Background: an optimization exercise with open tools, aiming at small area, a short achievable clock period and few clock cycles. Do not read the settings as production practice.
Function was checked by simulation only, so behaviour that the tests miss may differ from the original.
No activity file was given, so power comes from the tool's default toggle rates.

**flow/run.sh**
```bash
#!/bin/bash
# synth_recipe.tcl (not shown) runs the flow's synth.tcl, then flattens the netlist and writes it again
# the make line also repeats each setting of config.mk as NAME=value (left out here)
make -C /OpenROAD-flow-scripts/flow DESIGN_CONFIG=/design/flow/config.mk WORK_HOME=/design/flow/orfs CLKGATE_MAP_FILE= SYNTH_SCRIPT=/design/flow/synth_recipe.tcl finish
```
**flow/config.mk**
```make
export PLATFORM = sky130hd
export DESIGN_NAME = godmr_core
export DESIGN_NICKNAME = godmr_core
export VERILOG_FILES = /design/flow/design.v
export SDC_FILE = /design/flow/constraint.sdc
export NUM_CORES = 4
export LEC_CHECK = 0
export CAP_MARGIN = 20
export CORE_MARGIN = 2
export CORE_UTILIZATION = 40
export PLACE_DENSITY = 0.6
export SETUP_SLACK_MARGIN = 2.0
export SLEW_MARGIN = 20
```
**flow/constraint.sdc**
```tcl
create_clock -name core_clock -period 5.0 [get_ports {clk}]
set_input_delay 1.0000 -clock core_clock [delete_from_list [all_inputs] [get_ports {clk}]]
set_output_delay 1.0000 -clock core_clock [all_outputs]
set_load 0.01 [all_outputs]
```
**flow/design.v**
```verilog
module godmr_core (
    input  wire        clk,
    input  wire        rst,           
    input  wire        req_valid,
    input  wire        req_write,
    input  wire [1:0]  req_size,      
    input  wire [11:0] req_addr,
    input  wire [31:0] req_wdata,
    output reg         resp_valid,
    output reg         resp_err,
    output reg  [31:0] resp_rdata,
    output wire [15:0] qr_code,       
    input  wire        qr_ok          
);
    reg [2:0]   status_err;
    reg [8:0]   crc9;
    reg [15:0]  crc16;
    reg [31:0]  crc32;
    reg [15:0]  sync_hi;
    reg [31:0]  sync_lo;
    reg [15:0]  emb_code;
    reg [7:0]   emb_len;
    reg [3:0]   emb_cc;
    reg [1:0]   emb_lcss;
    reg         emb_valid;
    reg [15:0]  wlen;
    reg [7:0]   b0 [0:52];
    reg [7:0]   b1 [0:52];
    reg [16:0]  wp;      
    reg [16:0]  fp;      
    function integer region;
        input integer k;
        begin
            if (k < 4)       region = 0;
            else if (k < 5)  region = 1;
            else if (k < 8)  region = 2;
            else if (k < 11) region = 3;
            else if (k < 12) region = 4;
            else if (k < 15) region = 5;
            else if (k < 16) region = 6;
            else if (k < 20) region = 7;
            else             region = 8 + (k - 20) / 4;
        end
    endfunction
    function integer flane;
        input integer k;
        begin
            case (k)
                4:  flane = 0;                
                8:  flane = 2;                
                9:  flane = 1;
                10: flane = 0;
                11: flane = 3;                
                12: flane = 2;
                13: flane = 1;
                14: flane = 0;
                default: flane = 3 - (k % 4);
            endcase
        end
    endfunction
    assign qr_code = emb_code;
    reg        q_w;           
    reg [6:0]  q_word;
    reg [31:0] q_wd;
    wire [9:0] word = req_addr[11:2];
    wire size_ok = (req_size == 2'd2) && (req_addr[1:0] == 2'b00);
    reg mapped, ro, wo;
    always @* begin
        mapped = 1'b1;
        ro     = 1'b0;
        wo     = 1'b0;
        case (word)
            10'h000:                          wo = 1'b1;
            10'h001, 10'h004, 10'h005, 10'h006,
            10'h00B, 10'h017:                 ro = 1'b1;
            10'h008, 10'h009, 10'h00A,
            10'h010, 10'h011, 10'h012, 10'h013,
            10'h014, 10'h015, 10'h016, 10'h018: ;
            default: begin
                if (word >= 10'h020 && word <= 10'h028)      ;
                else if (word >= 10'h040 && word <= 10'h04D) ;
                else mapped = 1'b0;
            end
        endcase
    end
    wire bus_error = !size_ok || !mapped || (req_write && ro) || (!req_write && wo);
    wire wr_ok = req_valid && req_write && size_ok && (word[9:7] == 3'd0);
    wire is_cmd = wr_ok && (word[6:0] == 7'h00);
    wire [7:0] opc  = req_wdata[31:24];
    wire [7:0] dat  = req_wdata[23:16];
    wire [7:0] cnt  = req_wdata[15:8];
    wire [7:0] rsvd = req_wdata[7:0];
    wire z_rsvd = (rsvd == 8'd0);
    wire z_dat  = (dat == 8'd0);
    wire z_cnt  = (cnt == 8'd0);
    wire cnt_1_8 = (cnt[7:4] == 4'd0) && (cnt[3] ? (cnt[2:0] == 3'd0) : (cnt[2:0] != 3'd0));
    wire cnt_gt8 = (cnt[7:4] != 4'd0) || (cnt[3] && (cnt[2:0] != 3'd0));
    wire o_01 = (opc == 8'h01), o_02 = (opc == 8'h02), o_03 = (opc == 8'h03);
    wire o_11 = (opc == 8'h11), o_12 = (opc == 8'h12), o_13 = (opc == 8'h13);
    wire o_21 = (opc == 8'h21), o_22 = (opc == 8'h22), o_23 = (opc == 8'h23);
    wire o_31 = (opc == 8'h31), o_32 = (opc == 8'h32);
    wire o_41 = (opc == 8'h41), o_42 = (opc == 8'h42);
    wire zz = z_rsvd && z_dat && z_cnt;
    wire l_c9i  = o_01 && zz;
    wire l_c9u  = o_02 && z_rsvd && cnt_1_8;
    wire l_c9f  = o_03 && z_rsvd && z_dat;
    wire l_c16i = o_11 && zz;
    wire l_c16u = o_12 && z_rsvd && z_cnt;
    wire l_c16f = o_13 && zz;
    wire l_c32i = o_21 && zz;
    wire l_c32u = o_22 && z_rsvd && z_cnt;
    wire l_c32f = o_23 && zz;
    wire l_ext  = o_31 && zz;
    wire l_parse = o_32 && zz;
    wire l_enc  = o_41 && zz;
    wire l_dec  = o_42 && zz;
    wire legal  = l_c9i | l_c9u | l_c9f | l_c16i | l_c16u | l_c16f | l_c32i |
                  l_c32u | l_c32f | l_ext | l_parse | l_enc | l_dec;
    wire long_op = is_cmd && ((l_c9f && cnt_gt8) || l_c16f || l_c32f || l_ext);
    wire w_emb = wr_ok && (word[6:0] == 7'h0A);
    always @(posedge clk) begin
        if (rst) begin
            emb_len  <= 8'd0;
            emb_code <= 16'd0;
        end else if (w_emb) begin
            emb_len  <= req_wdata[31:24];
            emb_code <= req_wdata[15:0];
        end else if (q_ext) begin
            emb_len  <= 8'd16;
            emb_code <= {sync_hi[15:8], sync_lo[7:0]};
        end
    end
    wire [6:0] ra = word[6:0];
    wire r_s  = req_valid & ~ra[6] & ~ra[5] & ~ra[4];   
    wire r_f  = req_valid & ~ra[6] & ~ra[5] &  ra[4];   
    wire r_p  = req_valid & ~ra[6] &  ra[5];            
    wire r_w  = req_valid &  ra[6];                     
    wire [3:0] ri = ra[3:0];
    reg [16:0] rs_f, rs_w;
    integer m;
    always @* begin
        rs_f = 17'd0;
        rs_w = 17'd0;
        if (r_f) begin
            case (ri)
                4'h0: rs_f[0] = 1'b1;
                4'h1: rs_f[1] = 1'b1;
                4'h2: rs_f[2] = 1'b1;
                4'h3: rs_f[3] = 1'b1;
                4'h4: rs_f[5:4] = 2'b11;
                4'h5: rs_f[6] = 1'b1;
                4'h6: rs_f[7] = 1'b1;
                default: ;
            endcase
        end
        if (r_p && ri == 4'h8) rs_f[16] = 1'b1;
        if (r_w) begin
            case (ri)
                4'h0: rs_w[0] = 1'b1;
                4'h1: rs_w[2:1] = 2'b11;
                4'h2: rs_w[4:3] = 2'b11;
                4'h3: rs_w[6:5] = 2'b11;
                4'h4: rs_w[7] = 1'b1;
                4'hD: rs_w[16] = 1'b1;
                default: ;
            endcase
        end
    end
    wire [16:0] s0  = (rs_f & ~fp) | (rs_w & ~wp);
    wire [16:0] s1  = (rs_f &  fp) | (rs_w &  wp);
    wire [16:0] sf0 = rs_f & ~fp, sf1 = rs_f & fp;
    wire [16:0] sw0 = rs_w & ~wp, sw1 = rs_w & wp;
    wire [7:0] flags = fp[6] ? b1[15] : b0[15];
    wire [1:0] view_slot = {1'b0, flags[0]} + 2'd1;
    wire [31:0] f_view = {16'd0, flags[7:4], 2'b00, flags[3:2], 3'b000,
                          flags[1], 2'b00, view_slot};
    reg [31:0] rd_frame;
    integer q;
    always @* begin
        rd_frame = 32'd0;
        for (q = 0; q < 53; q = q + 1) if (q < 20 || q == 52) begin
            if (flane(q) == 3 - (q % 4)) begin
                rd_frame[8*(3 - (q % 4)) +: 8] = rd_frame[8*(3 - (q % 4)) +: 8] |
                    ({8{s0[region(q)]}} & b0[q]) | ({8{s1[region(q)]}} & b1[q]);
            end else begin
                rd_frame[8*flane(q) +: 8] = rd_frame[8*flane(q) +: 8] |
                    ({8{sf0[region(q)]}} & b0[q]) | ({8{sf1[region(q)]}} & b1[q]);
                rd_frame[8*(3 - (q % 4)) +: 8] = rd_frame[8*(3 - (q % 4)) +: 8] |
                    ({8{sw0[region(q)]}} & b0[q]) | ({8{sw1[region(q)]}} & b1[q]);
            end
        end
    end
    reg [31:0] rd_reg;
    always @* begin
        rd_reg = 32'd0;
        if (r_s) begin
            case (ri)
                4'h1: rd_reg = {29'd0, status_err};
                4'h4: rd_reg = {23'd0, crc9};
                4'h5: rd_reg = {16'd0, crc16};
                4'h6: rd_reg = crc32;
                4'h8: rd_reg = {16'd0, sync_hi};
                4'h9: rd_reg = sync_lo;
                4'hA: rd_reg = {emb_len, 8'd0, emb_code};
                4'hB: rd_reg = {23'd0, emb_valid, 2'b00, emb_lcss, emb_cc};
                default: rd_reg = 32'd0;
            endcase
        end
        if (r_f && ri == 4'h7) rd_reg = f_view;
        if (r_f && ri == 4'h8) rd_reg = {16'd0, wlen};
    end
    reg [31:0] rd_a, rd_b;
    always @(posedge clk) begin
        rd_a <= rd_frame;
        rd_b <= rd_reg | ({32{rd_rf}} & ring_f) | ({32{rd_rw}} & ring_w);
    end
    always @* resp_rdata = rd_a | rd_b;
    reg [31:0] rg0 [0:7];
    reg [31:0] rg1 [0:7];
    reg [2:0]  pw;         
    reg [3:0]  pww;        
    reg [2:0]  pw1;        
    reg [3:0]  pww1;       
    reg [3:0]  clr;        
    reg        clr_done;   
    reg        pend;       
    reg        hit_pend;   
    reg [2:0]  p_idx;      
    reg        p_view;     
    reg        p_write;    
    wire rr_f = (word[9:3] == 7'b0000100);                        
    wire rr_w = (word[9:4] == 6'b000100) && (word[3:0] >= 4'd5) &&
                (word[3:0] <= 4'd12);                             
    wire ring_req  = req_valid && size_ok && (rr_f || rr_w);
    wire blk_f = (word[9:3] == 7'b0000100);
    wire blk_w = (word[9:4] == 6'b000100);
    wire ok_req = req_valid && size_ok;
    wire hit_now   = ok_req && clr_done &&
                     ((blk_f && word[2:0] == pw) || (blk_w && word[3:0] == pww));
    wire ring_wait = ring_req && !hit_now;
    wire svc       = hit_now || hit_pend;
    wire s_write   = hit_now ? req_write : p_write;
    wire s_view    = hit_now ? rr_w : p_view;
    reg cfp, cwp;
    wire tgt = s_view ? ~cfp : ~cwp;
    wire [31:0] ring_f = cfp ? rg1[7] : rg0[7];
    wire [31:0] ring_w = cwp ? rg1[7] : rg0[7];
    wire rd_rf = (req_valid && !req_write && rr_f) || (hit_pend && !p_write && !p_view);
    wire rd_rw = (req_valid && !req_write && rr_w) || (hit_pend && !p_write &&  p_view);
    wire [16:0] ring_onehot = {1'b0, 8'b1 << pw, 8'b0};
    wire [16:0] rwf = (svc && s_write && !s_view) ? ring_onehot : 17'd0;
    wire [16:0] rww = (svc && s_write &&  s_view) ? ring_onehot : 17'd0;
    reg w_go, w_b1;
    always @(posedge clk) begin
        w_go <= !rst && svc && s_write;
        w_b1 <= tgt;
    end
    wire zero_in = rst || !clr_done;
    wire [31:0] wdz = q_wd & {32{~zero_in}};
    wire we0 = zero_in || (w_go && !w_b1);
    wire we1 = zero_in || (w_go &&  w_b1);
    integer g;
    always @(posedge clk) begin
        rg0[0] <= rg0[7];
        rg1[0] <= rg1[7];
        rg0[1] <= we0 ? wdz : rg0[0];
        rg1[1] <= we1 ? wdz : rg1[0];
        for (g = 2; g < 8; g = g + 1) begin
            rg0[g] <= rg0[g - 1];
            rg1[g] <= rg1[g - 1];
        end
    end
    wire [2:0] pw_nx    = pw1;
    wire [2:0] pw_nx2   = pw1 + 3'd3;
    wire       pend_nx  = ring_wait || (pend && !hit_pend);
    wire [2:0] p_idx_nx = rr_f ? word[2:0] : (word[2:0] - 3'd5);
    wire hp_new = ok_req &&
                  ((blk_f && word[2:0] == pw1) || (blk_w && word[3:0] == pww1));
    wire hp_old = pend && !hit_pend && (p_idx == pw1);
    always @(posedge clk) begin
        if (rst) begin
            pw       <= 3'd0;
            pww      <= 4'd5;
            pw1      <= 3'd3;
            pww1     <= 4'd8;
            clr      <= 4'd8;
            clr_done <= 1'b0;
            pend     <= 1'b0;
            hit_pend <= 1'b0;
        end else begin
            pw       <= pw1;
            pww      <= pww1;
            pw1      <= pw_nx2;
            pww1     <= {1'b0, pw_nx2} + 4'd5;
            if (!clr_done) clr <= clr - 4'd1;
            clr_done <= (clr <= 4'd1);
            pend     <= pend_nx;
            hit_pend <= (hp_new || hp_old) && (clr <= 4'd1);
        end
        if (req_valid) begin
            p_idx   <= p_idx_nx;
            p_view  <= rr_w;
            p_write <= req_write;
        end
    end
    reg        q_cmd;         
    reg        q_ill;         
    reg        q_c9i, q_c9u, q_c9f, q_c16i, q_c16u, q_c16f, q_c32i, q_c32u, q_c32f;
    reg        q_parse, q_enc, q_dec, q_ext;
    always @(posedge clk) begin
        if (req_valid) begin
            q_wd    <= req_wdata;
            q_word  <= word[6:0];
        end
        q_w     <= wr_ok && !rst;
        q_cmd   <= is_cmd && !rst;
        q_ill   <= !legal;
        q_c9i   <= is_cmd && l_c9i;
        q_c9u   <= is_cmd && l_c9u;
        q_c9f   <= is_cmd && l_c9f;
        q_c16i  <= is_cmd && l_c16i;
        q_c16u  <= is_cmd && l_c16u;
        q_c16f  <= is_cmd && l_c16f;
        q_c32i  <= is_cmd && l_c32i;
        q_c32u  <= is_cmd && l_c32u;
        q_c32f  <= is_cmd && l_c32f;
        q_parse <= is_cmd && l_parse;
        q_ext   <= is_cmd && l_ext;
        q_enc   <= is_cmd && l_enc;
        q_dec   <= is_cmd && l_dec;
    end
    wire [7:0] q_dat = q_wd[23:16];
    wire [7:0] q_cnt = q_wd[15:8];
    wire dec_ok = q_dec && (wlen == 16'd53);
    wire [31:0] wd = q_wd & {32{~rst}};
    wire is_f = q_w && (q_word[6:4] == 3'b001);      
    wire is_p = q_w && (q_word[6:4] == 3'b010);      
    wire is_w = q_w && (q_word[6:4] == 3'b100);      
    wire [3:0] wi = q_word[3:0];
    reg [16:0] wr_f, wr_w;
    integer j;
    always @* begin
        wr_f = 17'd0;
        wr_w = 17'd0;
        if (is_f) begin
            case (wi)
                4'h0: wr_f[0] = 1'b1;
                4'h1: wr_f[1] = 1'b1;
                4'h2: wr_f[2] = 1'b1;
                4'h3: wr_f[3] = 1'b1;
                4'h4: wr_f[5:4] = 2'b11;
                4'h5: wr_f[6] = 1'b1;
                4'h6: wr_f[7] = 1'b1;
                default: ;
            endcase
        end
        if (is_p && wi == 4'h8) wr_f[16] = 1'b1;
        if (is_w) begin
            case (wi)
                4'h0: wr_w[0] = 1'b1;
                4'h1: wr_w[2:1] = 2'b11;
                4'h2: wr_w[4:3] = 2'b11;
                4'h3: wr_w[6:5] = 2'b11;
                4'h4: wr_w[7] = 1'b1;
                4'hD: wr_w[16] = 1'b1;
                default: ;
            endcase
        end
    end
    wire [16:0] wf_all = wr_f | rwf;
    wire [16:0] ww_all = wr_w | rww;
    wire [16:0] en0 = {17{rst}} | (wr_f & wp) | (wr_w & fp);
    wire [16:0] en1 = {17{rst}} | (wr_f & ~wp) | (wr_w & ~fp);
    genvar k;
    generate
        for (k = 0; k < 53; k = k + 1) begin : g_byte
          if (k < 20 || k == 52) begin : g_static
            localparam integer R  = region(k);
            localparam integer FL = flane(k);
            localparam integer WL = 3 - (k % 4);
            wire [7:0] lane = (FL == WL) ? wd[8*WL +: 8] :
                              (q_word[6] ? wd[8*WL +: 8] : wd[8*FL +: 8]);
            always @(posedge clk) begin
                if (en0[R]) b0[k] <= lane;
                if (en1[R]) b1[k] <= lane;
            end
          end
        end
    endgenerate
    wire [16:0] fp_nx = (wf_all & ~wp) | (~wf_all & (dec_ok ? wp : fp));
    wire [16:0] wp_nx = (ww_all & ~fp) | (~ww_all & (q_enc ? fp : wp));
    wire [7:0]  fpr = fp[15:8];
    wire [7:0]  wpr = wp[15:8];
    always @(posedge clk) begin
        cfp <= !rst && (dec_ok ? wpr[pw_nx] : fpr[pw_nx]);
        cwp <= !rst && (q_enc  ? fpr[pw_nx] : wpr[pw_nx]);
    end
    always @(posedge clk) begin
        if (rst) begin
            wp <= 17'd0;
            fp <= 17'd0;
        end else begin
            fp <= fp_nx;
            wp <= wp_nx;
        end
    end
    always @(posedge clk) begin
        if (rst || (q_w && q_word == 7'h08)) sync_hi <= wd[15:0];
        if (rst || (q_w && q_word == 7'h09)) sync_lo <= wd;
        if (rst || (q_w && q_word == 7'h18)) wlen    <= wd[15:0];
        else if (q_enc)                       wlen    <= 16'd53;
    end
    function [8:0] crc9_steps;
        input [8:0] c;
        input [7:0] d;
        input [3:0] n;
        integer i;
        reg [8:0] x;
        begin
            x = c;
            crc9_steps = c;
            for (i = 0; i < 8; i = i + 1) begin
                x = {x[7:0], d[7 - i]} ^ (x[8] ? 9'h059 : 9'h000);
                if (n == i + 1) crc9_steps = x;
            end
        end
    endfunction
    function [15:0] crc16_8;
        input [15:0] c;
        input [7:0] d;
        integer i;
        reg [15:0] x;
        begin
            x = c;
            for (i = 0; i < 8; i = i + 1)
                x = {x[14:0], d[7 - i]} ^ (x[15] ? 16'h1021 : 16'h0000);
            crc16_8 = x;
        end
    endfunction
    function [31:0] crc32_8;
        input [31:0] c;
        input [7:0] d;
        integer i;
        reg [31:0] x;
        begin
            x = c;
            for (i = 0; i < 8; i = i + 1)
                x = {x[30:0], d[7 - i]} ^ (x[31] ? 32'h04C11DB7 : 32'h00000000);
            crc32_8 = x;
        end
    endfunction
    reg        busy;       
    reg        hold;       
    reg [1:0]  eng;        
    reg [7:0]  rem;        
    wire [3:0] n_first = q_cnt[7:4] != 4'd0 ? 4'd8 : (q_cnt[3] ? 4'd8 : {1'b0, q_cnt[2:0]});
    wire [3:0] n_busy  = rem[7:4] != 4'd0 ? 4'd8 : (rem[3] ? 4'd8 : {1'b0, rem[2:0]});
    wire [3:0] n9      = busy ? n_busy : n_first;
    wire [8:0]  crc9_nx  = crc9_steps(crc9, q_c9u ? q_dat : 8'd0, n9);
    wire [15:0] crc16_nx = crc16_8(crc16, q_c16u ? q_dat : 8'd0);
    wire [31:0] crc32_nx = crc32_8(crc32, q_c32u ? q_dat : 8'd0);
    wire step9  = (busy && eng == 2'd0) || q_c9u || q_c9f;
    wire step16 = (busy && eng == 2'd1) || q_c16u || q_c16f;
    wire step32 = (busy && eng == 2'd2) || q_c32u || q_c32f;
    wire c9_long = q_c9f && (q_cnt > 8'd8);
    always @(posedge clk) begin
        if (rst) begin
            resp_valid <= 1'b0;
            resp_err   <= 1'b0;
            busy       <= 1'b0;
            hold       <= 1'b0;
            eng        <= 2'd0;
            rem        <= 8'd0;
            status_err <= 3'd0;
            crc9       <= 9'd0;
            crc16      <= 16'd0;
            crc32      <= 32'd0;
            emb_cc     <= 4'd0;
            emb_lcss   <= 2'd0;
            emb_valid  <= 1'b0;
        end else begin
            resp_valid <= (req_valid && !long_op && !ring_wait) || hit_pend;
            if (req_valid) begin
                resp_err <= bus_error;
                hold     <= long_op;
            end
            if (hit_pend)
                resp_err <= 1'b0;
            if (q_c9i)       crc9  <= 9'd0;
            else if (step9)  crc9  <= crc9_nx;
            if (q_c16i)      crc16 <= 16'd0;
            else if (step16) crc16 <= crc16_nx;
            if (q_c32i)      crc32 <= 32'd0;
            else if (step32) crc32 <= crc32_nx;
            if (busy) begin
                rem <= rem - 8'd8;
                if (rem <= 8'd8)
                    busy <= 1'b0;
                if (hold && rem <= 8'd16) begin
                    hold       <= 1'b0;
                    resp_valid <= 1'b1;
                    resp_err   <= 1'b0;
                end
            end
            if (c9_long || q_c16f || q_c32f) begin
                busy <= 1'b1;
                eng  <= q_c9f ? 2'd0 : (q_c16f ? 2'd1 : 2'd2);
                rem  <= q_c9f ? q_cnt - 8'd8 : (q_c16f ? 8'd8 : 8'd24);
                if (c9_long ? (q_cnt <= 8'd16) : q_c16f) begin
                    hold       <= 1'b0;
                    resp_valid <= 1'b1;
                    resp_err   <= 1'b0;
                end
            end
            if (q_ext) begin
                hold       <= 1'b0;
                resp_valid <= 1'b1;
                resp_err   <= 1'b0;
            end
            if (q_cmd) begin
                if (q_ill)
                    status_err <= 3'd4;
                else if (q_dec && !dec_ok)
                    status_err <= 3'd1;
                else if (q_parse && emb_len != 8'd16)
                    status_err <= 3'd1;
                else if (q_parse && !qr_ok)
                    status_err <= 3'd2;
                else if (q_parse && emb_code[11])
                    status_err <= 3'd3;
                else
                    status_err <= 3'd0;
            end
            if (q_parse) begin
                if (emb_len != 8'd16 || !qr_ok || emb_code[11]) begin
                    {emb_valid, emb_lcss, emb_cc} <= 7'd0;
                end else begin
                    emb_cc    <= emb_code[15:12];
                    emb_lcss  <= emb_code[10:9];
                    emb_valid <= 1'b1;
                end
            end
        end
    end
endmodule
```
==> results of run 1 <==
-- cell usage after synthesis, drive strengths merged (8+ instances only) --
library cell | count | area (um2)
a211oi | 52 | 390
a21oi | 107 | 539
a221o | 12 | 120
a221oi | 54 | 473
a222oi | 42 | 420
a22o | 43 | 377
a22oi | 111 | 833
a311oi | 8 | 70.1
a31oi | 28 | 175
and2 | 13 | 81.3
and3 | 29 | 181
buf | 25 | 109
clkbuf | 184 | 691
dfxtp | 755 | 15100
edfxtp | 444 | 13300
ha | 13 | 163
inv | 57 | 214
mux2 | 25 | 282
mux2i | 170 | 1700
nand2 | 243 | 915
nand2b | 19 | 119
nand3 | 68 | 340
nand3b | 9 | 67.6
nand4 | 25 | 156
nor2 | 176 | 663
nor2b | 45 | 282
nor3 | 17 | 85.1
nor4 | 15 | 109
o211ai | 25 | 188
o21ai | 138 | 691
o221ai | 19 | 166
o22a | 24 | 210
o22ai | 38 | 238
o311a | 11 | 110
or2 | 44 | 275
or3 | 20 | 125
xnor2 | 105 | 920
xor2 | 57 | 499
-- area by class of cell --
cell class                 instances  share of cell area
sequential                      1199               0.574
multi-input combinational       1878               0.264
clock buffer                     163              0.0679
timing repair buffer             222              0.0412
tap                             1391              0.0351
clock inverter                    55              0.0132
inverter                          58             0.00444
antenna                            2            0.000101
-- flip-flops by register name, indices dropped and copies added (netlist names), 8 cells and up, named ones only --
name      flops
rd_b         32
crc9          9
emb_code     16
emb_len       8
rem           8
q_wd         32
wlen         16
rg1         256
sync_lo      32
rd_a         32
rg0         256
crc32        32
b0          168
b1          168
crc16        16
sync_hi      16
-- routing by layer --
layer	vias to the layer above	global-route usage
li1	12627	-
met1	14293	0.341
met2	1430	0.381
met3	264	0.0406
met4	4	0.100
met5	-	0
-- timing repair --
item / in CTS / in global routing
cloned: 0 / 2
endpoints found under the setup margin: 150 / 147
pin swaps: 8 / 8
hold buffers: 0 / 0
setup buffers: 9 / 7
gates resized for setup: 48 / 31
-- critical path: stages --
cell,delay (ps)
dlygate4sd2_1,400
inv_2,90
ha_2,260
and2_1,400
a222oi_1,530
a21oi_1,190
a221oi_2,410
o221ai_2,240
-- worst max path at each step --
stage	from	endpoint	slack, ps	cells after the start
floorplan	rst	b1[10][0]	2000	5
global route	req_addr[8]	flip-flop	1980	10
finish	req_addr[3]	rd_b[13]	2000	8
global placement	req_addr[5]	rd_a[23]	590	8
CTS	req_addr[2]	q_ext	1960	8
detailed placement	req_addr[5]	rd_a[7]	550	8
-- cells in the final DEF, fill, tap and decap left out, types with 24 or more instances in the layout --
master	netlist	layout
a211oi_1	52	51
a21oi_1	106	104
a221oi_1	54	47
a222oi_1	42	42
a22o_1	43	43
a22oi_1	111	109
a31oi_1	28	28
and3_1	29	28
buf_4	0	109
clkbuf_16	0	122
clkdlybuf4s50_1	0	88
clkinv_2	0	24
dfxtp_1	755	752
edfxtp_1	444	444
inv_1	57	54
mux2_2	24	24
mux2i_1	170	170
nand2_1	242	240
nand3_1	68	66
nand4_1	25	25
nor2_1	175	169
nor2b_1	45	41
o211ai_1	25	25
o21ai_0	136	129
o22ai_1	38	35
or2_2	43	43
xnor2_1	105	105
xor2_1	57	57
-- per-stage QoR --
stage | cell area, um2 | util
final | 49600 | 0.473
after global routing | 49600 | 0.473
after CTS | 49400 | 0.471
after detailed placement | 45100 | 0.430
after global placement | 45100 | 0.430
after floorplan | 42200 | -
-- power groups by stage --
| stage | Clock (W) | Sequential, W | Combinational [W] |
|---|---|---|---|
| global placement | 0 | 0.0109 | 0.000817 |
| CTS | 0.00916 | 0.0107 | 0.000840 |
| floorplan | 0 | 0.0108 | 0.000412 |
| global route | 0.00956 | 0.0108 | 0.000896 |
| detailed placement | 0 | 0.0109 | 0.000829 |
| finish | 0.00905 | 0.0107 | 0.000859 |
-- logic make-up after synthesis --
logic type | Yosys count | share of synthesized area
compound gates | 756 | 0.128
xor+xnor | 162 | 0.0337
fa+ha+maj | 13 | 0.00386
buf+inv | 267 | 0.0241
flops | 1199 | 0.675
mux | 199 | 0.0492
simple gates | 746 | 0.0858
==> impl_results.md, run 1 <==
- Outcome: no timing/DRC/antenna violations
- Setup Skew: 65.2 ps
- FF-to-FF End: crc9[3]
- Final GP Congestion: 0.922
- Clock slew at reported path FFs: 60 ps
- Core ar.: 105000 um2
- WHS: 300 ps
- Total Power: 0.0206 W
- Cell Int Power: 0.0160 W
- Clock Sink Count: 1199
- Cell variety after synth: 84
- FP Rows: 119
- Fin worst setup slack: 2000 ps
- First-pass GRT wire length: 192000 um
- Post-synth EDFFs: 444
- RSZ-0062 raised after global routing: yes
- Met3 Wirelength: 11300 um
- Min-delay src: rg1[2][19]
- Final setup violation count: 0
- Setup WS pre-CTS: 548 ps
- Layout fillers: 9398
- Synth Flop Type: dfxtp_1
- Final Hold Fails: 0
- Hold/Removal Path Class: flip-flop to flip-flop
- Synthesis-stage register bit count: 1199
- Startpoint Class: input port
- Async S/R FF share, synth: 0
- DR top layer: met5
- Final std cells w/o fill: 4968
- Initial DRT Pass Iterations: 9
- Wirelength, routed: 135000 um
- Placed insts: 4730
- Relative slew slack: 0.255
- Initial DRC count: 3591
- Share of layout cells above drive strength 1: 0.133
- Peak VDD IR: 0.000343 V
- Nets: 3539
- Tmin final: 3000 ps
- Die Y: 329 um
- Syn-to-layout area delta: 17.7%
- Post-Syn Area: 42100 um2
- Combinational fraction of design power: 0.042
- Syn Area/Cell: 12.6 um2
- Routed len/inst: 27.2 um
- Setup slack, reg-to-reg: 2110 ps
- Reg area: 28500 um2
- Switching power: 0.00461 W
- Sequential share of power: 0.520
- Die Footprint: 108000 um2
- CTS root buf: clkbuf_16
- Seq/Total Area, Yosys: 0.675
- Routed length on met1: 57300 um
- Wire length on met2: 60800 um
- Clock tree buffer depth: 3
- # IOs: 101
- DRC Markers: 0
- WP data arrival: 3540 ps
- Synth Instances: 3342
- Max-Cap Viols: 0
- Critical-path maximum fanout: 15
- Largest net degree at the start of global routing: 85
- Post-DP HPWL: 91200 um
- Max Freq: 0.334 GHz
- Yosys warns: 5
- Mapped Nets: 3406
- Die Width: 329 um
- Worst path required time: 5540 ps
- CTS tree: done
- Vias in the first global route: 26878
- FF-to-FF path depth: 6
- Leak: 17.2 nW
- Setup CP Type: input port to flip-flop
- Total number of vias: 28618
- CTS buffer count: 116
- Worst-Margin Slew: 1100 ps
- Worst hold stages: 0
- ANT nets after route: 0
- # port buffers: 100
- Clock power frac: 0.438
- Initial antenna violation count: 7
- Sw Ratio: 0.223
- Reg2reg start: q_wd[11]
- Crit path capture type: flip-flop
- Final count of pins violating max slew: 0
- GRT Total Usage: 0.245
- H-Tree Depth: 3
- Initial Util: 0.402
- Via density: 5.76
- PD cells: 416 nW/um2
- Insertion delay to the later sink of the worst-skew pair: 720 ps
- Hold Path Sink: rg1[3][19]
- Crit share post-route: 0.599
- Multi-input gate area: 13100 um2
- Setup_tns: 0 ps
- Gr ovfl total: 0
Testbench counts, summed over its fixed seeds: cycles 27,148.
==> run 2: changes to the inputs <==
--- a/flow/config.mk
+++ b/flow/config.mk
@@ -9,5 +9,5 @@
 export CORE_MARGIN = 2
 export CORE_UTILIZATION = 40
 export PLACE_DENSITY = 0.6
-export SETUP_SLACK_MARGIN = 2.0
+export SETUP_SLACK_MARGIN = 2.52
 export SLEW_MARGIN = 20
==> run 2 against run 1 <==
Net effect: power grew 1.8%; cell count rose by 1.9%; clock power grew 3.1%; critical endpoint is now rd_b[7]; still clean; critical path type unchanged; worst setup slack gained 390 ps.
==> impl_results.md, run 2 <==
- Outcome: no timing/DRC/antenna violations
- Async S/R FF share, synth: 0 (unchanged)
- Compound-Gate Fraction of Synth Area: 0.128 (unchanged)
- Hold/Removal Path Class: flip-flop to flip-flop
- GRT Total Usage: 0.249 (+0.00395)
- Post-DP HPWL: 90300 um (-0.97%)
- FP Rows: 119 (unchanged)
- Crit share post-route: 0.521 (-0.0783)
- ANT nets after route: 0 (unchanged)
- # IOs: 101 (unchanged)
- Die Width: 329 um (unchanged)
- Max-Cap Viols: 0 (unchanged)
- PD cells: 407 nW/um2 (-2.2%)
- Startpoint Class: input port
- Total Power: 0.0210 W (+1.8%)
- Setup_tns: 0 ps (unchanged)
- Gr ovfl total: 0 (unchanged)
- Setup Skew: 32.5 ps (-32.7 ps)
- Setup CP Type: input port to flip-flop
- Routed len/inst: 27.3 um (+0.30%)
- Post-synth top area cell: dfxtp_1
- H-Tree Depth: 3 (unchanged)
- CTS root buf: clkbuf_16
- Post-Synth Simple-Gate Area: 0.0858 (unchanged)
- Final Hold Fails: 0 (unchanged)
- Syn-to-layout area delta: 22.5%
- Seq/Total Area, Yosys: 0.675 (unchanged)
- Placed insts: 4721 (-0.19%)
- WHS: 310 ps (+9.60 ps)
- CTS buffer count: 117 (+0.86%)
- Wirelength, routed: 138000 um (+2.2%)
- Clock slew at reported path FFs: 60 ps (about the same)
- Synthesis-stage register bit count: 1199 (unchanged)
- XOR/XNOR Fraction of Synth Area: 0.0337 (unchanged)
- Crit path capture type: flip-flop
- Largest net degree at the start of global routing: 68 (-20%)
- DRC Markers: 0 (unchanged)
- Critical-path maximum fanout: 7 (-8)
- Clock tree buffer depth: 3 (unchanged)
- Vias in the first global route: 27712 (+3.1%)
- Relative slew slack: 0.254 (-0.000944)
- CTS tree: done
- Top cells by count, synth: dfxtp_1, edfxtp_1, nand2_1, clkbuf_1, nor2_1
- Synth Flop Type: dfxtp_1
- WP data arrival: 3230 ps (-310 ps)
- Max Freq: 0.384 GHz (+15%)
- Yosys top cell area share: 0.359 (unchanged)
- Core ar.: 105000 um2 (unchanged)
- Die Footprint: 108000 um2 (unchanged)
- Top flop regs: rg0 (256), rg1 (256)
- Largest family of logic cells by synthesized area: compound AO/OA/AOI/OAI gates
- Initial antenna violation count: 7 (unchanged)
- Die Y: 329 um (unchanged)
- Final GP Congestion: 0.930 (+0.81%)
- Initial DRT Pass Iterations: 6 (-3)
- Peak VDD IR: 0.000317 V (-7.8%)
- Post-synth EDFFs: 444 (unchanged)
- Post-Synth Adder-Cell Area: 0.00386 (unchanged)
- Final count of pins violating max slew: 0 (unchanged)
- Most common cell after layout, fill and taps aside: dfxtp_1
- Cell variety after synth: 84 (unchanged)
- Most frequent cells in the layout: dfxtp_1, edfxtp_1, nand2_1
- Count leader, synth: dfxtp_1
- Synth area leaders: dfxtp_1, edfxtp_1, mux2i_1
- Synth Instances: 3342 (unchanged)
- Insertion delay to the later sink of the worst-skew pair: 720 ps (about the same)
- Leak: 18.1 nW (+5.0%)
- Final setup violation count: 0 (unchanged)
- Clock Sink Count: 1199 (unchanged)
- First-pass GRT wire length: 195000 um (+1.5%)
- Initial DRC count: 3134 (-13%)
- Post-synthesis mux area share: 0.0492 (unchanged)
- Total number of vias: 29107 (+1.7%)
- Mapped Nets: 3406 (unchanged)
- Multi-input gate area: 14200 um2 (+8.0%)
- Initial Util: 0.402 (unchanged)
- Worst path required time: 5620 ps (+80 ps)
- Syn Area/Cell: 12.6 um2 (unchanged)
- Via density: 5.75 (-0.14%)
- Final std cells w/o fill: 5060 (+1.9%)
- # port buffers: 100 (unchanged)
- Yosys warns: 5 (unchanged)
- Nets: 3626 (+2.5%)
- Post-Syn Area: 42100 um2 (unchanged)
- Worst-Margin Slew: 1110 ps (+5.72 ps)
- Layout fillers: 9150 (-2.6%)
- RSZ-0062 raised after global routing: yes
- Share of layout cells above drive strength 1: 0.214 (+0.0808)
- Reg area: 28500 um2 (+0.27%)
- Tmin final: 2600 ps (-391 ps)
run 2: where the power goes:
part | leakage [nW] | switching (W) | total [W] | internal [W]
registers | 10.4 | 0.000221 | 0.0107 | 0.0105
clock network | 2.05 | 0.00388 | 0.00933 | 0.00545
logic | 5.61 | 0.000623 | 0.000937 | 0.000314
total | 18.1 | 0.00472 | 0.0210 | 0.0163
run 2: area by class of cell:
| class | instances | area share |
|---|---|---|
| Clock inverter | 57 | 0.0140 |
| Sequential cell | 1199 | 0.553 |
| Timing Repair Buffer | 302 | 0.0529 |
| Inverter | 58 | 0.00473 |
| Tap cell | 1391 | 0.0337 |
| Antenna cell | 4 | 0.000194 |
| Clock buffer | 165 | 0.0672 |
| Multi-Input combinational cell | 1884 | 0.275 |
run 2: metrics by stage:
step	cell area [um2]	utilization	setup WS (ps)
6_report	51600	0.492	2400
2_1_floorplan	42900	-	2010
3_3_place_gp	45300	0.432	391
3_5_place_dp	45300	0.432	354
5_1_grt	51600	0.492	2390
4_1_cts	50800	0.485	2410
run 2: path summary, 6_finish.rpt:
check,from,end,cells after the start,slack [ps]
max,req_addr[7],rd_b[7],7,2400
min,rg0[1][1],rg0[2][1],0,310
max reg2reg,q_word[0],b0[52][7],4,2540
min reg2reg,rg0[1][1],rg0[2][1],0,310
run 2: metal layers:
layer	vias up	track usage	share of wire
met2	1443	0.391	0.45
met5	-	0	0.000094
met1	14513	0.335	0.42
met3	325	0.0520	0.086
li1	12824	-	-
met4	2	0.103	0.046
run 2: logic make-up after synthesis:
kind of cell,Yosys count
flip-flops,1199
AO/OA/AOI/OAI,756
AND/OR/NAND/NOR,746
buffers and inverters,267
multiplexers,199
XOR/XNOR,162
adder cells (fa/ha/maj),13
run 2: critical path, stage by stage:
cell	delay [ps]
clkdlybuf4s15_2	310
nor2b_2	310
nand3_4	130
buf_4	160
o22ai_1	810
a221oi_1	350
o21ai_1	160
run 2: timing repair:
| action | CTS | global route |
|---|---|---|
| setup buffers | 61 | 43 |
| pin swaps | 51 | 39 |
| gates resized for setup | 469 | 88 |
| hold buffers | 0 | 0 |
| cloned | 7 | 2 |
| setup endpoints to repair | 598 | 324 |
==> run 3: changes to the inputs <==
--- a/flow/config.mk
+++ b/flow/config.mk
@@ -9,5 +9,6 @@
 export CORE_MARGIN = 2
 export CORE_UTILIZATION = 40
 export PLACE_DENSITY = 0.6
-export SETUP_SLACK_MARGIN = 2.52
+export SETUP_SLACK_MARGIN = 2.45
 export SLEW_MARGIN = 20
+export TNS_END_PERCENT = 30
==> run 3 against run 2 <==
Net effect: flip-flop and latch count unchanged; fmax decreased by 4.8%; final area decreased by 2.5%; global-route usage decreased by 0.39 points; clock skew increased by 6.6 ps; critical path type unchanged; critical endpoint is now q_parse; largest power group unchanged.
==> impl_results.md, run 3 <==
- Die Y: 329 um (unchanged)
- Yosys top cell area share: 0.359 (unchanged)
- Leak: 17.9 nW (-1.1%)
- Core ar.: 105000 um2 (unchanged)
- Tmin final: 2730 ps (+130 ps)
- Synth Flop Type: dfxtp_1
- Initial DRC count: 3644 (+16%)
- # IOs: 101 (unchanged)
- Via density: 5.75 (about the same)
- # port buffers: 100 (unchanged)
- ANT nets after route: 0 (unchanged)
- Setup slack, reg-to-reg: 2430 ps (-110 ps)
- Count leader, synth: dfxtp_1
- Min-delay src: rg0[2][18]
- Top flop regs: rg0 (256), rg1 (256)
- Cell variety after synth: 84 (unchanged)
- Setup CP Type: input port to flip-flop
- Routed len/inst: 27.0 um (-1.2%)
- Yosys warns: 5 (unchanged)
- Async S/R FF share, synth: 0 (unchanged)
- Hold Path Sink: rg0[3][18]
- GRT Total Usage: 0.245 (-0.00395)
- Worst-Margin Slew: 1170 ps (+65.2 ps)
- Max-Cap Viols: 0 (unchanged)
- CTS buffer count: 115 (-1.7%)
- First-pass GRT wire length: 192000 um (-1.3%)
- Share of layout cells above drive strength 1: 0.163 (-0.0512)
- CP cell instances: clkdlybuf4s50_1, nor4b_1, nor2b_1, nand2b_1, or2_2, nor4_1
- Reg2reg start: q_wd[11]
- Worst hold stages: 0 (unchanged)
- H-Tree Depth: 3 (unchanged)
- Post-Syn Area: 42100 um2 (unchanged)
- Clock Sink Count: 1199 (unchanged)
- Final setup violation count: 0 (unchanged)
- # hold bufs at CTS: 0 (unchanged)
- Syn-to-layout area delta: 19.4%
- Critical path origin: req_wdata[27]
- CTS root buf: clkbuf_16
- Startpoint Class: input port
- FF-to-FF path depth: 8 (+4)
- Synth area leaders: dfxtp_1, edfxtp_1, mux2i_1
- Setup Skew: 39.0 ps (+6.55 ps)
- Clock tree buffer depth: 3 (unchanged)
- Initial antenna violation count: 13 (+6)
- Initial Util: 0.402 (unchanged)
- Syn Area/Cell: 12.6 um2 (unchanged)
- Final count of pins violating max slew: 0 (unchanged)
- Seq/Total Area, Yosys: 0.675 (unchanged)
- Most common cell after layout, fill and taps aside: dfxtp_1
- FF-to-FF End: crc9[3]
- Insertion delay to the later sink of the worst-skew pair: 720 ps (about the same)
- Post-DP HPWL: 90500 um (+0.25%)
- RSZ-0062 raised after global routing: yes
- Crit path capture type: flip-flop
- Clock slew at reported path FFs: 60 ps (about the same)
- Total number of vias: 28785 (-1.1%)
- Synthesis-stage register bit count: 1199 (unchanged)
- Worst path required time: 5610 ps (about the same)
- CP max-delay cell: nor4b_1
- Peak VDD IR: 0.000342 V (+7.9%)
- Gr ovfl total: 0 (unchanged)
- WHS: 318 ps (+8.25 ps)
- Top cells by count, synth: dfxtp_1, edfxtp_1, nand2_1, clkbuf_1, nor2_1
- Most frequent cells in the layout: dfxtp_1, edfxtp_1, nand2_1
- Post-synth EDFFs: 444 (unchanged)
- Relative slew slack: 0.206 (-0.0477)
- Synth Instances: 3342 (unchanged)
- Max incr delay on CP: 830 ps (+20 ps)
- Die Footprint: 108000 um2 (unchanged)
- Initial DRT Pass Iterations: 8 (+2)
- Hold/Removal Path Class: flip-flop to flip-flop
- Vias in the first global route: 27153 (-2.0%)
- WP data arrival: 3350 ps (+120 ps)
- Final GP Congestion: 0.931 (+0.15%)
- Layout fillers: 9308 (+1.7%)
- Mapped Nets: 3406 (unchanged)
- Nets: 3569 (-1.6%)
- Final Hold Fails: 0 (unchanged)
- Max Freq: 0.366 GHz (-4.8%)
- Setup_tns: 0 ps (unchanged)
- Post-synth top area cell: dfxtp_1
- CTS tree: done
- Critical-path maximum fanout: 4 (-3)
- DRC Markers: 0 (unchanged)
- Die Width: 329 um (unchanged)
- Crit share post-route: 0.547 (+0.0260)
- Largest net degree at the start of global routing: 125 (+84%)
- Outcome: no timing/DRC/antenna violations
- PD cells: 415 nW/um2 (+2.0%)
- FP Rows: 119 (unchanged)
- Wirelength, routed: 135000 um (-2.3%)
[run 3: cell counts after synthesis]
Identical to the previous run, type by type.
[run 3: routing by layer]
layer | routed length, um | part of all wire | GRT usage | vias to the layer above
met4 | 5910 | 0.044 | 0.0996 | 10
met3 | 11600 | 0.086 | 0.0446 | 314
met1 | 56300 | 0.42 | 0.337 | 14339
met5 | 75 | 0.00056 | 0 | -
li1 | - | - | - | 12701
met2 | 61000 | 0.45 | 0.383 | 1421
[run 3: cell type report]
class | instances | area [um2] | share of cell area
inverter | 58 | 224 | 0.00445
clock buffer | 174 | 3630 | 0.0722
clock inverter | 45 | 563 | 0.0112
tap | 1391 | 1740 | 0.0346
multi-input combinational | 1879 | 13400 | 0.266
antenna | 6 | 15.0 | 0.000298
sequential | 1199 | 28500 | 0.566
timing repair buffer | 252 | 2250 | 0.0447
[run 3: repair_timing]
| item | CTS | global route |
|---|---|---|
| resized for setup | 199 | 103 |
| gates cloned | 2 | 1 |
| endpoints found under the setup margin | 494 | 421 |
| setup buffers | 39 | 4 |
| pin swaps | 25 | 12 |
[run 3: cells by family (layout without fill, tap and decap cells)]
| group | Yosys count | after routing | synth area share |
|---|---|---|---|
| compound gates | 756 | 756 | 0.128 |
| fa+ha+maj | 13 | 13 | 0.00386 |
| simple gates | 746 | 749 | 0.0858 |
| other cells | 0 | 6 | 0 |
| xor+xnor | 162 | 162 | 0.0337 |
| buf+inv | 267 | 529 | 0.0241 |
| mux | 199 | 199 | 0.0492 |
| flops | 1199 | 1199 | 0.675 |
[run 3: worst max-delay path by stage]
stage                endpoint  slack (ps)
6_report              q_parse        2270
5_1_grt               crc9[0]        2250
4_1_cts        resp_rdata[23]        2120
3_5_place_dp         rd_b[14]         240
3_3_place_gp         rd_b[14]         300
2_1_floorplan       flip-flop        2000
[run 3: through the flow]
stage / cell area (um2) / instances / power (W) / setup slack [ps] / util
2_1_floorplan: 42300 / 3342 / 0.0112 / 2000 / -
3_3_place_gp: 45100 / 4732 / 0.0118 / 302 / 0.430
3_5_place_dp: 45100 / 4733 / 0.0118 / 235 / 0.430
4_1_cts: 50100 / 4993 / 0.0210 / 2120 / 0.478
5_1_grt: 50300 / 4999 / 0.0215 / 2250 / 0.480
6_report: 50300 / 5004 / 0.0209 / 2270 / 0.480
[run 3: worst max-delay path, delay by kind of cell]
family | cells | cell delay (ps)
AND/OR/NAND/NOR | 5 | 1760
buffers and inverters | 1 | 580
[run 3: where the power goes]
part           total [W]  leakage, nW  internal [W]  switching [W]
registers         0.0107         10.4        0.0105       0.000219
clock network    0.00928         2.06       0.00547        0.00381
logic           0.000871         5.41      0.000270       0.000601
total             0.0209         17.9        0.0163        0.00463
==> run 4: changes to the inputs <==
--- a/flow/config.mk
+++ b/flow/config.mk
@@ -8,7 +8,8 @@
 export CAP_MARGIN = 20
 export CORE_MARGIN = 2
 export CORE_UTILIZATION = 40
+export CTS_CLUSTER_DIAMETER = 60
+export CTS_CLUSTER_SIZE = 30
 export PLACE_DENSITY = 0.6
 export SETUP_SLACK_MARGIN = 2.45
 export SLEW_MARGIN = 20
-export TNS_END_PERCENT = 30
==> run 4 against run 3 <==
Net effect: critical path depth rose by 4; via count rose by 0.51%; routed wire length rose by 1.7%; final area fell by 0.76%; largest cell class unchanged; sequential share of layout area rose by 0.51 points; synthesized area did not move; power fell by 6.8%; synthesized cell count did not move; worst setup slack improved by 39 ps; highest routed layer unchanged; utilization fell by 0.37 points; die area did not move; largest power group unchanged.
==> impl_results.md, run 4 <==
- Post-DP HPWL: 91800 um (+1.4%)
- Final setup violation count: 0 (unchanged)
- Synth Flop Type: dfxtp_1
- Setup_tns: 0 ps (unchanged)
- Yosys top cell area share: 0.359 (unchanged)
- Worst-Margin Slew: 1070 ps (-108 ps)
- Clock tree buffer depth: 3 (unchanged)
- Final count of pins violating max slew: 0 (unchanged)
- CP max-delay cell: o22ai_1
- Top flop regs: rg0 (256), rg1 (256)
- Relative slew slack: 0.289 (+0.0829)
- CTS root buf: clkbuf_16
- Synth Instances: 3342 (unchanged)
- Final std cells w/o fill: 4973 (-0.62%)
- Count leader, synth: dfxtp_1
- Vias in the first global route: 27374 (+0.81%)
- Layout fillers: 9397 (+0.96%)
- Synthesis-stage register bit count: 1199 (unchanged)
- Initial DRT Pass Iterations: 7 (-1)
- Post-synth top area cell: dfxtp_1
- CP bufs+invs: 5 (+4)
- Syn-to-layout area delta: 18.5%
- Min-delay src: rg1[2][5]
- Gr ovfl total: 0 (unchanged)
- Most common cell after layout, fill and taps aside: dfxtp_1
- Peak VDD IR: 0.000261 V (-24%)
- Top cells by count, synth: dfxtp_1, edfxtp_1, nand2_1, clkbuf_1, nor2_1
- Final Hold Fails: 0 (unchanged)
- Most frequent CP cell: buf_4
- Critical path origin: req_addr[9]
- # port buffers: 100 (unchanged)
- CP top delay family: compound AO/OA/AOI/OAI gates
- Total Power: 0.0195 W (-6.8%)
- Initial antenna violation count: 6 (-7)
- Setup WS pre-CTS: 301 ps (+65.8 ps)
- PD cells: 390 nW/um2 (-6.0%)
- Initial DRC count: 3375 (-7.4%)
- Setup Skew: 41.1 ps (+2.04 ps)
- WHS: 319 ps (+0.457 ps)
- Outcome: no timing/DRC/antenna violations
- Leak: 17.4 nW (-3.0%)
- Cell variety after synth: 84 (unchanged)
- Async S/R FF share, synth: 0 (unchanged)
- Crit path capture type: flip-flop
- Max-Cap Viols: 0 (unchanged)
- CTS tree: done
- Via density: 5.82 (+1.1%)
- Tmin final: 2700 ps (-39.0 ps)
- H-Tree Depth: 3 (unchanged)
- Post-synth EDFFs: 444 (unchanged)
- Setup CP Type: input port to flip-flop
- Wirelength, routed: 137000 um (+1.7%)
- Yosys warns: 5 (unchanged)
- Nets: 3570 (+0.028%)
- Syn Area/Cell: 12.6 um2 (unchanged)
- Total number of vias: 28933 (+0.51%)
- Fin worst setup slack: 2300 ps (+39.0 ps)
- Insertion delay to the later sink of the worst-skew pair: 700 ps (-20 ps)
- Core ar.: 105000 um2 (unchanged)
- FP Rows: 119 (unchanged)
- Final GP Congestion: 0.951 (+2.1%)
- Initial Util: 0.402 (unchanged)
- First-pass GRT wire length: 196000 um (+1.8%)
- Mapped Nets: 3406 (unchanged)
- Hold/Removal Path Class: flip-flop to flip-flop
- CP cell instances: buf_6, nor4_4, buf_4, buf_4, buf_4, nand3_4, buf_4, o22ai_1, a221oi_1, o21ai_1
- GRT Total Usage: 0.249 (+0.00430)
- Clock Sink Count: 1199 (unchanged)
- Synth area leaders: dfxtp_1, edfxtp_1, mux2i_1
- CTS buffer count: 87 (-24%)
- Worst path required time: 5620 ps (about the same)
- ANT nets after route: 0 (unchanged)
- Max incr delay on CP: 760 ps (-70 ps)
- Critical-path maximum fanout: 7 (+3)
- Post-Syn Area: 42100 um2 (unchanged)
- Max Freq: 0.371 GHz (+1.4%)
- RSZ-0062 raised after global routing: yes
- Clock slew at reported path FFs: 100 ps (+40 ps)
- DRC Markers: 0 (unchanged)
- Die Width: 329 um (unchanged)
- WP data arrival: 3310 ps (-40 ps)
- Seq/Total Area, Yosys: 0.675 (unchanged)
- # IOs: 101 (unchanged)
- Die Footprint: 108000 um2 (unchanged)
- Routed len/inst: 27.6 um (+2.3%)
- Die Y: 329 um (unchanged)
- Placed insts: 4733 (unchanged)
- Startpoint Class: input port
- Crit share post-route: 0.539 (-0.00780)
- Most frequent cells in the layout: dfxtp_1, edfxtp_1, nand2_1
- Largest net degree at the start of global routing: 68 (-46%)
- Share of layout cells above drive strength 1: 0.185 (+0.0224)
## run 4: cell counts after synthesis
No cell type changed its count.
## run 4: worst register-to-register path, stage by stage, from the launching register on
cell,delay (ps)
dfxtp_2,490
buf_4,360
mux2i_1,440
o22ai_1,150
a221oi_1,240
o21ai_0,280
a221oi_1,340
nand3_1,130
## run 4: routing by layer
layer  wire, um  part of all wire  track usage  vias up
li1           -                 -            -    12713
met1      57500              0.42        0.340    14484
met2      62000              0.45        0.393     1418
met3      11000             0.080       0.0425      312
met4       6480             0.047        0.107        6
met5         72           0.00052            0        -
## run 4: report_power, final
part	switching (W)	total [W]	internal, W	leakage [nW]
logic	0.000617	0.000905	0.000287	5.37
clock network	0.00412	0.00786	0.00374	1.56
registers	0.000213	0.0107	0.0105	10.4
total	0.00495	0.0195	0.0145	17.4
## run 4: worst paths after layout
check / depth (start not counted) / end / slack, ps
hold reg to reg: 0 / rg1[3][5] / 320
setup reg to reg: 7 / rd_a[28] / 2470
hold / removal: 0 / rg1[3][5] / 320
setup / recovery: 10 / rd_b[7] / 2300
## run 4: logic make-up (layout without fill, tap and decap cells)
logic type                 after synthesis  after routing  synth area share
xor gates and xnor gates               162            162            0.0337
adders and majority gates               13             13           0.00386
DFF                                   1199           1199             0.675
AOI/OAI and AO/OA                      756            758             0.128
muxes                                  199            199            0.0492
and+or+nand+nor                        746            750            0.0858
other                                    0              1                 0
buffers and inverters                  267            500            0.0241
## run 4: what timing repair did
action                     in CTS  in global routing
pin swaps                      25                 25
gates resized for setup       383                 70
setup endpoints to repair     442                257
buffers inserted               39                 30
hold buffers                    0                  0
gates cloned                    5                  1
## run 4: area by class of cell
cell class	count	area, um2	area share
Tap cell	1391	1740	0.0349
Inverter	58	241	0.00484
Clock inverter	70	992	0.0199
Timing Repair Buffer	278	2410	0.0483
Antenna cell	1	2.50	0.0000501
Clock buffer	94	2260	0.0452
Multi-Input combinational cell	1882	13800	0.276
Sequential cell	1199	28500	0.571
## run 4: stage by stage
| stage | util | instance area, um2 |
|---|---|---|
| 6_report | 0.476 | 49900 |
| 2_1_floorplan | - | 42800 |
| 3_3_place_gp | 0.432 | 45300 |
| 4_1_cts | 0.471 | 49400 |
| 5_1_grt | 0.476 | 49900 |
| 3_5_place_dp | 0.433 | 45400 |
==> run 5: changes to the inputs <==
--- a/flow/config.mk
+++ b/flow/config.mk
@@ -8,8 +8,6 @@
 export CAP_MARGIN = 20
 export CORE_MARGIN = 2
 export CORE_UTILIZATION = 40
-export CTS_CLUSTER_DIAMETER = 60
-export CTS_CLUSTER_SIZE = 30
-export PLACE_DENSITY = 0.6
+export PLACE_DENSITY = 0.7
 export SETUP_SLACK_MARGIN = 2.45
 export SLEW_MARGIN = 20
==> run 5 against run 4 <==
Net effect: still clean; sequential share of layout area down 0.35 points; fmax up 2.3%; die area unchanged; register-to-register slack worse by 70 ps; highest routed layer unchanged.
==> impl_results.md, run 5 <==
- Outcome: no timing/DRC/antenna violations
- Share of layout cells above drive strength 1: 0.182 (-0.00312)
- WP data arrival: 3080 ps (-230 ps)
- Critical-path maximum fanout: 25 (+18)
- Initial DRC count: 3838 (+14%)
- # port buffers: 100 (unchanged)
- Fin worst setup slack: 2370 ps (+60.3 ps)
- Synthesis-stage register bit count: 1199 (unchanged)
- Total number of vias: 29165 (+0.80%)
- Min-delay src: rg1[4][25]
- Via density: 5.85 (+0.54%)
- Sw Ratio: 0.223 (-0.0307)
- Setup slack, reg-to-reg: 2400 ps (-70 ps)
- M3 GR Usage: 0.0620 (+0.0195)
- FF-to-FF path depth: 7 (unchanged)
- Routed len/inst: 26.6 um (-3.7%)
- Post-synth top area cell: dfxtp_1
- Async S/R FF share, synth: 0 (unchanged)
- Placed cell area: 45200 um2 (-0.37%)
- Yosys warns: 5 (unchanged)
- Clock power frac: 0.429 (+0.026)
- Worst-Margin Slew: 1150 ps (+85.5 ps)
- # IOs: 101 (unchanged)
- Top cells by count, synth: dfxtp_1, edfxtp_1, nand2_1, clkbuf_1, nor2_1
- Wirelength, routed: 132000 um (-3.4%)
- Worst path required time: 5440 ps (-180 ps)
- CTS tree: done
- Tmin final: 2630 ps (-60.3 ps)
- Top flop regs: rg0 (256), rg1 (256)
- Sequential share of power: 0.527 (-0.023)
- Insertion delay to the later sink of the worst-skew pair: 710 ps (about the same)
- Max Freq: 0.380 GHz (+2.3%)
- Relative slew slack: 0.225 (-0.0641)
- CTS buffer count: 112 (+29%)
- Nets: 3558 (-0.34%)
- FF-to-FF End: resp_err
- Hold Path Sink: rg1[5][25]
- Core ar.: 105000 um2 (unchanged)
- Cell variety after synth: 84 (unchanged)
- Gr ovfl total: 0 (unchanged)
- Post-synth EDFFs: 444 (unchanged)
- Count leader, synth: dfxtp_1
- FP Rows: 119 (unchanged)
- Setup Skew: 36.4 ps (-4.67 ps)
- H-Tree Depth: 3 (unchanged)
- Leak: 17.5 nW (+0.94%)
- First-pass GRT wire length: 189000 um (-3.3%)
- Final count of pins violating max slew: 0 (unchanged)
- Gr busiest metal: met2
- Post-DP HPWL: 88500 um (-3.5%)
- Peak VDD IR: 0.000274 V (+5.0%)
- WHS: 314 ps (-4.33 ps)
- GRT Total Usage: 0.239 (-0.0104)
- GR Util met1: 0.313 (-0.0265)
- PD cells: 406 nW/um2 (+4.1%)
- Layout fillers: 9118 (-3.0%)
- Final GP Congestion: 0.945 (-0.63%)
- Die Y: 329 um (unchanged)
- Max-Cap Viols: 0 (unchanged)
- Syn-to-layout area delta: 19.2%
- Most common cell after layout, fill and taps aside: dfxtp_1
- ANT nets after route: 0 (unchanged)
- Post-route cell area: 50200 um2 (+0.55%)
- Initial Util: 0.402 (unchanged)
- Clock Sink Count: 1199 (unchanged)
- Setup WS pre-CTS: 452 ps (+151 ps)
- Die Footprint: 108000 um2 (unchanged)
- Combinational fraction of design power: 0.044 (-0.002)
- Mapped Nets: 3406 (unchanged)
- Setup_tns: 0 ps (unchanged)
- Synth area leaders: dfxtp_1, edfxtp_1, mux2i_1
- DRC Markers: 0 (unchanged)
- Worst hold stages: 0 (unchanged)
- Vias in the first global route: 27471 (+0.35%)
- Reg area: 28500 um2 (about the same)
- Final Hold Fails: 0 (unchanged)
- Reg2reg start: q_wd[14]
- CTS root buf: clkbuf_16
- Initial DRT Pass Iterations: 6 (-1)
- Post-Syn Area: 42100 um2 (unchanged)
- Met2 track demand over resource: 0.374 (-0.0181)
- Hold/Removal Path Class: flip-flop to flip-flop
- Crit path capture type: flip-flop
- Clock slew at reported path FFs: 60 ps (-40 ps)
- Multi-input gate area: 13800 um2 (about the same)
- Final setup violation count: 0 (unchanged)
- Clock tree buffer depth: 3 (unchanged)
- Largest net degree at the start of global routing: 68 (unchanged)
- Die Width: 329 um (unchanged)
- Startpoint Class: input port
- Seq/Total Area, Yosys: 0.675 (unchanged)
- Initial antenna violation count: 4 (-2)
- Synth Flop Type: dfxtp_1
- # hold bufs at CTS: 0 (unchanged)
- Yosys top cell area share: 0.359 (unchanged)
- RSZ-0062 raised after global routing: yes
- Final core occ: 0.479 (+0.00260)
- Crit share post-route: 0.527 (-0.0121)
- Setup CP Type: input port to flip-flop
- Syn Area/Cell: 12.6 um2 (unchanged)
- Cell Int Power: 0.0158 W (+8.9%)
- Most frequent cells in the layout: dfxtp_1, edfxtp_1, nand2_1
- Switching power: 0.00455 W (-8.0%)
- Synth Instances: 3342 (unchanged)
-- run 5: changes by cell type in the layout (fill, tap and decap cells not counted), sizes merged, moves of 6 or more --
cell / change
clkbuf: +68
buf: -38
inv: -32
clkinv: +7
bufinv: +6
clkdlybuf4s50: +6
-- run 5: layout make-up --
class,count,share of cell area
Sequential cell,1199,0.568
Inverter,58,0.00468
Clock buffer,163,0.0658
Multi-Input combinational cell,1882,0.274
Timing Repair Buffer,241,0.0418
Clock inverter,50,0.0112
Tap cell,1391,0.0347
Antenna cell,2,0.0000997
-- run 5: what timing repair did --
item	in CTS	in global routing
gates resized for setup	350	77
pin swaps	31	26
buffers inserted	32	20
setup endpoints to repair	514	413
gates cloned	5	1
-- run 5: cells by family after synthesis --
kind of cell | after synthesis | share of synthesized area
buf+inv | 267 | 0.0241
flops | 1199 | 0.675
mux | 199 | 0.0492
simple gates | 746 | 0.0858
compound gates | 756 | 0.128
fa+ha+maj | 13 | 0.00386
xor+xnor | 162 | 0.0337
-- run 5: worst max path at each step --
stage | start | endpoint | slack, ps | cells after the start
6_report | rst | b0[11][4] | 2370 | 5
4_1_cts | rst | rg0[1][19] | 2400 | 6
3_5_place_dp | req_addr[2] | rd_b[8] | 450 | 10
5_1_grt | req_addr[4] | flip-flop | 2270 | 11
2_1_floorplan | req_addr[2] | flip-flop | 2010 | 9
3_3_place_gp | req_addr[2] | rd_b[8] | 510 | 10
-- run 5: critical path: stages --
cell	delay, ps
buf_4	130
clkinv_2	460
nand2_1	630
inv_1	440
mux2_2	400
-- run 5: metrics by stage --
stage,std cells,total power [W]
2_1_floorplan,3342,0.0113
3_5_place_dp,4713,0.0118
3_3_place_gp,4712,0.0117
6_report,4986,0.0204
4_1_cts,4963,0.0204
5_1_grt,4984,0.0209
-- run 5: routing by layer --
metal  wire (um)  share of wire
met5          34        0.00026
met4        6660          0.050
met3       15200           0.11
met2       59400           0.45
met1       51200           0.39
-- run 5: power by group through the flow --
stage          clock [W]  sequential [W]  combinational, W
2_1_floorplan          0          0.0108          0.000434
3_3_place_gp           0          0.0109          0.000801
3_5_place_dp           0          0.0109          0.000816
4_1_cts          0.00884          0.0107          0.000849
5_1_grt          0.00921          0.0108          0.000931
6_report         0.00875          0.0107          0.000897
==> run 6: changes to the inputs <==
--- a/flow/config.mk
+++ b/flow/config.mk
@@ -7,7 +7,7 @@
 export LEC_CHECK = 0
 export CAP_MARGIN = 20
 export CORE_MARGIN = 2
-export CORE_UTILIZATION = 40
-export PLACE_DENSITY = 0.7
+export CORE_UTILIZATION = 46
+export PLACE_DENSITY = 0.65
 export SETUP_SLACK_MARGIN = 2.45
 export SLEW_MARGIN = 20
==> run 6 against run 5 <==
Net effect: worst hold slack got worse by 6.3 ps; global-route usage increased by 4.1 points; utilization increased by 8.0 points; critical path depth increased by 7; critical path type unchanged; highest routed layer unchanged.
==> impl_results.md, run 6 <==
- Outcome: no timing/DRC/antenna violations
- Post-synth top area cell: dfxtp_1
- Worst path required time: 5630 ps (+190 ps)
- # IOs: 101 (unchanged)
- Gr ovfl total: 0 (unchanged)
- CTS root buf: clkbuf_16
- Initial DRC count: 4003 (+4.3%)
- RSZ-0062 raised after global routing: yes
- WHS: 308 ps (-6.31 ps)
- Placed insts: 4509 (-4.3%)
- Initial antenna violation count: 5 (+1)
- Reg2reg start: clr_done
- Most common cell after layout, fill and taps aside: dfxtp_1
- Critical path origin: req_addr[9]
- Setup CP Type: input port to flip-flop
- Mapped Nets: 3406 (unchanged)
- Post-DP HPWL: 86900 um (-1.8%)
- Post-Syn Area: 42100 um2 (unchanged)
- Relative slew slack: 0.198 (-0.0269)
- Final count of pins violating max slew: 0 (unchanged)
- Synthesis-stage register bit count: 1199 (unchanged)
- Total number of vias: 29418 (+0.87%)
- Worst-Margin Slew: 1190 ps (+40.0 ps)
- Clock Sink Count: 1199 (unchanged)
- PD cells: 404 nW/um2 (-0.50%)
- Share of layout cells above drive strength 1: 0.210 (+0.0278)
- Count leader, synth: dfxtp_1
- CTS buffer count: 115 (+2.7%)
- Peak VDD IR: 0.000311 V (+13%)
- Syn Area/Cell: 12.6 um2 (unchanged)
- Via density: 6.07 (+3.8%)
- Synth Instances: 3342 (unchanged)
- Final setup violation count: 0 (unchanged)
- # port buffers: 100 (unchanged)
- Max-Cap Viols: 0 (unchanged)
- Yosys top cell area share: 0.359 (unchanged)
- Insertion delay to the later sink of the worst-skew pair: 710 ps (about the same)
- FP Rows: 111 (-6.7%)
- Leak: 18.0 nW (+2.9%)
- ANT nets after route: 0 (unchanged)
- Max Freq: 0.359 GHz (-5.3%)
- Most frequent cells in the layout: dfxtp_1, edfxtp_1, nand2_1
- Core ar.: 91200 um2 (-13%)
- Fin worst setup slack: 2220 ps (-148 ps)
- Setup Skew: 51.5 ps (+15.1 ps)
- Startpoint Class: input port
- Critical-path maximum fanout: 4 (-84%)
- Multi-input gate area: 14100 um2 (+2.3%)
- WP data arrival: 3410 ps (+330 ps)
- H-Tree Depth: 3 (unchanged)
- Tmin final: 2780 ps (+148 ps)
- Top cells by count, synth: dfxtp_1, edfxtp_1, nand2_1, clkbuf_1, nor2_1
- First-pass GRT wire length: 192000 um (+1.3%)
- Initial Util: 0.462 (+0.0598)
- Final Hold Fails: 0 (unchanged)
- Reg area: 28500 um2 (about the same)
- Hold/Removal Path Class: flip-flop to flip-flop
- Async S/R FF share, synth: 0 (unchanged)
- Final core occ: 0.559 (+0.0799)
- Syn-to-layout area delta: 21.0%
- Initial DRT Pass Iterations: 8 (+2)
- Final std cells w/o fill: 4844 (-2.8%)
- Post-synth EDFFs: 444 (unchanged)
- Synth Flop Type: dfxtp_1
- Seq/Total Area, Yosys: 0.675 (unchanged)
- Wirelength, routed: 137000 um (+3.4%)
- Setup WS pre-CTS: 498 ps (+45.3 ps)
- Synth area leaders: dfxtp_1, edfxtp_1, mux2i_1
- Top flop regs: rg0 (256), rg1 (256)
- Routed len/inst: 28.3 um (+6.5%)
- Die Y: 307 um (-6.7%)
- Final GP Congestion: 0.946 (+0.13%)
- Yosys warns: 5 (unchanged)
- Die Footprint: 94000 um2 (-13%)
- Nets: 3618 (+1.7%)
- Setup_tns: 0 ps (unchanged)
- # hold bufs at CTS: 0 (unchanged)
- GRT Total Usage: 0.280 (+0.0406)
- DRC Markers: 0 (unchanged)
- Min-delay src: rg0[2][8]
- Crit share post-route: 0.557 (+0.0297)
- Vias in the first global route: 27594 (+0.45%)
- Die Width: 307 um (-6.7%)
- Cell variety after synth: 84 (unchanged)
- Crit path capture type: flip-flop
- CTS tree: done
- Clock tree buffer depth: 3 (unchanged)
- Clock slew at reported path FFs: 60 ps (about the same)
- Largest net degree at the start of global routing: 125 (+84%)
- Layout fillers: 7259 (-20%)
[run 6: cell counts after synthesis]
No cell type changed its count.
[run 6: layer usage]
metal  part of all wire  track usage  vias up
li1                   -            -    12832
met1               0.40        0.372    14402
met2               0.44        0.426     1750
met3               0.10       0.0662      428
met4              0.059        0.145        6
met5            0.00039            0        -
[run 6: final cells by class]
class,count,share of cell area
Antenna cell,3,0.000147
Clock buffer,164,0.0699
Clock inverter,54,0.00854
Inverter,58,0.00459
Multi-Input combinational cell,1885,0.276
Sequential cell,1199,0.559
Tap cell,1186,0.0291
Timing Repair Buffer,295,0.0528
[run 6: worst max-delay path, stage by stage]
cell,delay (ps)
buf_8,100
nor4_4,240
buf_4,170
nand2_4,60
or4_4,570
a2111oi_4,360
buf_4,210
buf_6,90
buf_6,100
o21bai_4,70
mux2_4,320
a21oi_2,120
[run 6: final timing paths]
check        depth (start not counted)  slack (ps)         to
max reg2reg                          9        2300  flip-flop
min                                  0         310  rg0[3][8]
min reg2reg                          0         310  rg0[3][8]
max                                 12        2220  flip-flop
[run 6: power by group]
group | internal, W | leakage, nW | switching [W]
Sequential | 0.0105 | 10.4 | 0.000218
Clock | 0.00515 | 1.99 | 0.00380
Combinational | 0.000293 | 5.63 | 0.000622
[run 6: stage by stage]
stage	power (W)	area [um2]
3_3_place_gp	0.0117	44900
6_report	0.0206	51000
5_1_grt	0.0211	51000
3_5_place_dp	0.0117	44900
4_1_cts	0.0206	49900
2_1_floorplan	0.0113	42800
[run 6: timing repair]
action	CTS	global route
setup endpoints to repair	508	215
hold endpoints to repair	0	0
pin swaps	38	65
resized for setup	380	133
gates cloned	4	8
buffers inserted	54	48
[run 6: logic make-up (layout without fill, tap and decap cells)]
group,after synthesis,count (layout),share of synthesized area
DFF,1199,1199,0.675
xor gates and xnor gates,162,162,0.0337
adders and majority gates,13,13,0.00386
muxes,199,199,0.0492
buffers and inverters,267,571,0.0241
AOI/OAI and AO/OA,756,760,0.128
and+or+nand+nor,746,751,0.0858
other,0,3,0

==> separate check: timing with driven ports <==
In the flow no input, the clock included, has a driving cell. The finished layouts below were timed again as built, in two steps. Step 1 sets driving cells, clkbuf_16 on the clock port and buf_2 on the other inputs (assumed; they add their load-dependent delay and slew). Step 2 times the ports against the registers' clock, not the clock port: input delays grow and output delays shrink by t, the midpoint of the rising clock arrivals with the driver on. a / b / c = no drivers / after step 1 / after step 2; a / b = the first two.
run	t (ns)	setup WS [ns]
run 1	0.750	2.005 / 1.985 / 1.299
run 2	0.774	2.396 / 2.420 / 1.646
run 3	0.772	2.266 / 2.217 / 1.542
run 4	0.750	2.305 / 2.339 / 1.590
run 5	0.756	2.365 / 2.377 / 1.621
run 6	0.754	2.217 / 2.241 / 1.487
After both steps setup and hold are still met in every run listed.
